Context: an optimization exercise on an open-source flow, tuned for a short achievable clock period and few clock cycles. The choices shown serve that exercise and are no tape-out recipe.
Function was checked by simulation only, so behaviour that the tests miss may differ from the original.
Power figures rest on the tool's default switching activity, not on a simulated workload.

build 34:
// plio_dec
module plio_dec (
    input  wire        clk,
    input  wire        rst,
    input  wire        go,
    input  wire        strict,
    input  wire [15:0] win_start,
    input  wire [15:0] win_count,
    input  wire [15:0] src_len,
    input  wire [15:0] dst_len,
    output reg         lm_re,
    output reg  [15:0] lm_addr,
    input  wire [15:0] lm_rdata,
    output reg         pm_we,
    output reg  [15:0] pm_addr,
    output reg  [31:0] pm_wdata,
    output reg         busy,
    output reg         done,
    output reg  [15:0] result,
    output reg  [3:0]  fcode,
    output reg  [31:0] finfo
);
Settings: LEC_CHECK=0, ABC_CLOCK_PERIOD_IN_PS=2500, CAP_MARGIN=20, CORE_MARGIN=2, CORE_UTILIZATION=65, PLACE_DENSITY=0.75, SLEW_MARGIN=20; clock period 12.0 ns.
standard.sh (not shown) runs the stock make flow with config.mk's settings and CLKGATE_MAP_FILE= SYNTH_SCRIPT=/design/flow/synth_recipe.tcl, a recipe that flattens the netlist after the stock synthesis.
==> flow/flow/run.sh <==
#!/bin/bash
# The standard ORFS layout (the standard.sh) with three changes:
#  - ports are buffered with buf_2 rather than the smallest buffer (a delay
#    cell), so the port buffers do not add delay to the I/O paths;
#  - the resizer may change a cell's footprint (MATCH_CELL_FOOTPRINT 0);
#  - timing repair (after floorplan, CTS and global routing) aims for 9 ns
#    of setup slack, so that the design runs faster than the 12 ns clock.
# The SDC, clock period and I/O constraints are the design's, unchanged.
# The make output goes to standard.log; ORFS keeps each step's log in orfs/logs.
set -euo pipefail
export BUFFER_PORTS_ARGS="-buffer_cell sky130_fd_sc_hd__buf_2"
bash standard.sh SETUP_SLACK_MARGIN=9.0 MATCH_CELL_FOOTPRINT=0 finish > standard.log 2>&1
Build 34 went all the way through the flow, and no timing, DRC or antenna check failed.
Testbench counts of build 34, summed over its fixed seeds: cycles 301,470.
Here is what was changed in the inputs of build 11 compared with build 34.
- an added SETUP_SLACK_MARGIN of 5
==> flow/run.sh (new file) <==
#!/bin/bash
# synth_recipe.tcl (not shown) runs the flow's synth.tcl, then flattens the netlist and writes it again
# the make line also repeats each setting of config.mk as NAME=value (left out here)
make -C /OpenROAD-flow-scripts/flow DESIGN_CONFIG=/design/flow/config.mk WORK_HOME=/design/flow/orfs CLKGATE_MAP_FILE= SYNTH_SCRIPT=/design/flow/synth_recipe.tcl finish
removed: flow/flow/run.sh
removed: flow/standard.sh
==> run notes <==
- Summary: with build 34 as the reference, clock power in build 11 moved down slightly.
- After synthesis and placement, the instance count of build 11 is below that of build 34.
- Higher number of clock buffers in the layout was reported by build 11, not build 34.
- As of build 11, post-route standard cell area excluding fillers had fallen by a few percent compared to build 34.
- Looking at worst-case setup margin in the final layout, build 11 sits below build 34.
- Wire length (build 11 vs. build 34) decreases by a little under 10%
- Power on build 11 is ahead of build 34.
- Per the comparison of build 11 with build 34, post-place setup slack saw a decrease; wire length of the first global-routing pass saw a decrease.

## the reference run
Another version of the RTL of plio_dec (not shown whole).
For scale: about 200 I/O pins, ~49000 um^2 of cells after synthesis.
Settings: LEC_CHECK=0, ABC_CLOCK_PERIOD_IN_PS=2500, CAP_MARGIN=20, CORE_MARGIN=2, CORE_UTILIZATION=65, PLACE_DENSITY=0.75, SLEW_MARGIN=20; clock period 12.0 ns.
==> flow/flow/run.sh <==
#!/bin/bash
# The standard ORFS layout (the standard.sh) with three changes:
#  - ports are buffered with buf_2 rather than the smallest buffer (a delay
#    cell), so the port buffers do not add delay to the I/O paths;
#  - the resizer may change a cell's footprint (MATCH_CELL_FOOTPRINT 0);
#  - timing repair (after floorplan, CTS and global routing) aims for 9 ns
#    of setup slack, so that the design runs faster than the 12 ns clock.
# The SDC, clock period and I/O constraints are the design's, unchanged.
# The make output goes to standard.log; ORFS keeps each step's log in orfs/logs.
set -euo pipefail
export BUFFER_PORTS_ARGS="-buffer_cell sky130_fd_sc_hd__buf_2"
bash standard.sh SETUP_SLACK_MARGIN=9.0 MATCH_CELL_FOOTPRINT=0 finish > standard.log 2>&1
Testbench counts of the reference run, summed over its fixed seeds: cycles 301,323.
> inputs changed (the reference run -> the trial run)
Settings: CTS_CLUSTER_DIAMETER: unset -> 100; CTS_CLUSTER_SIZE: unset -> 30.
==> flow/flow/run.sh <==
#!/bin/bash
# The standard ORFS layout (the standard.sh) with three changes:
#  - ports are buffered with buf_4 rather than the smallest buffer (a delay
#    cell), so the port buffers do not add delay to the I/O paths;
#  - the resizer may change a cell's footprint (MATCH_CELL_FOOTPRINT 0);
#  - timing repair (after floorplan, CTS and global routing) aims for 8.5 ns
#    of setup slack, so that the design runs faster than the 12 ns clock.
# The SDC, clock period and I/O constraints are the design's, unchanged.
# The make output goes to standard.log; ORFS keeps each step's log in orfs/logs.
set -euo pipefail
export BUFFER_PORTS_ARGS="-buffer_cell sky130_fd_sc_hd__buf_4"
bash standard.sh SETUP_SLACK_MARGIN=8.5 MATCH_CELL_FOOTPRINT=0 finish > standard.log 2>&1
Results
- Per the comparison of the trial run with the reference run, total power shrank by 21%; total global routing track utilization saw a decrease.
- The trial run against the reference run; first-pass GRT wire length is down by a little under 10%.
- As of the trial run, cell area after layout had fallen by a little under 10% compared to the reference run.
- Going from the reference run to the trial run, global routing met1 resource utilization -2.4 points; final routed wirelength across all metal layers has decreased; total number of vias fell 2884; count of clock-buffer cells in the layout -about 46%.
- The reference run has higher final core area utilization than the trial run.

re-timing with driven ports:
The flow's constraints put no driver on any port. The routed layouts listed below were extracted and timed again, unchanged, in two steps.
Step 1 (the two cells are an assumption about what drives the block):
set clk [get_ports {clk}]
set_driving_cell -lib_cell sky130_fd_sc_hd__clkbuf_16 $clk
set_driving_cell -lib_cell sky130_fd_sc_hd__buf_2 [delete_from_list [all_inputs] $clk]
Step 2 adds t to the input delays and takes it off the output delays; t is the mean of the earliest and latest rising clock arrival at the registers after step 1. Input paths then give back, and output paths get back, about the clock's delay inside the block.
a / b / c = no drivers / after step 1 / after step 2; a / b = the first two.
run	t (ns)	setup WS [ns]	worst hold slack (ns)	worst setup path at the end	latest minus earliest clock arrival (ns)
build 34	0.746	8.412 / 8.344 / 8.198	0.328 / 0.328 / 0.328	input to register	0.043 / 0.043
build 11	0.753	7.430 / 7.430 / 7.430	0.334 / 0.334 / 0.334	register to register	0.040 / 0.040
the reference run	0.734	8.368 / 8.311 / 8.074	0.366 / 0.366 / 0.366	input to register	0.029 / 0.029
the trial run	0.685	8.336 / 8.267 / 7.975	0.375 / 0.375 / 0.375	input to register	0.042 / 0.041
After both steps setup and hold are still met in every run listed. The setup slack of the trial run, which loses most, moves by -0.069 ns with the drivers and by -0.361 ns with both steps.
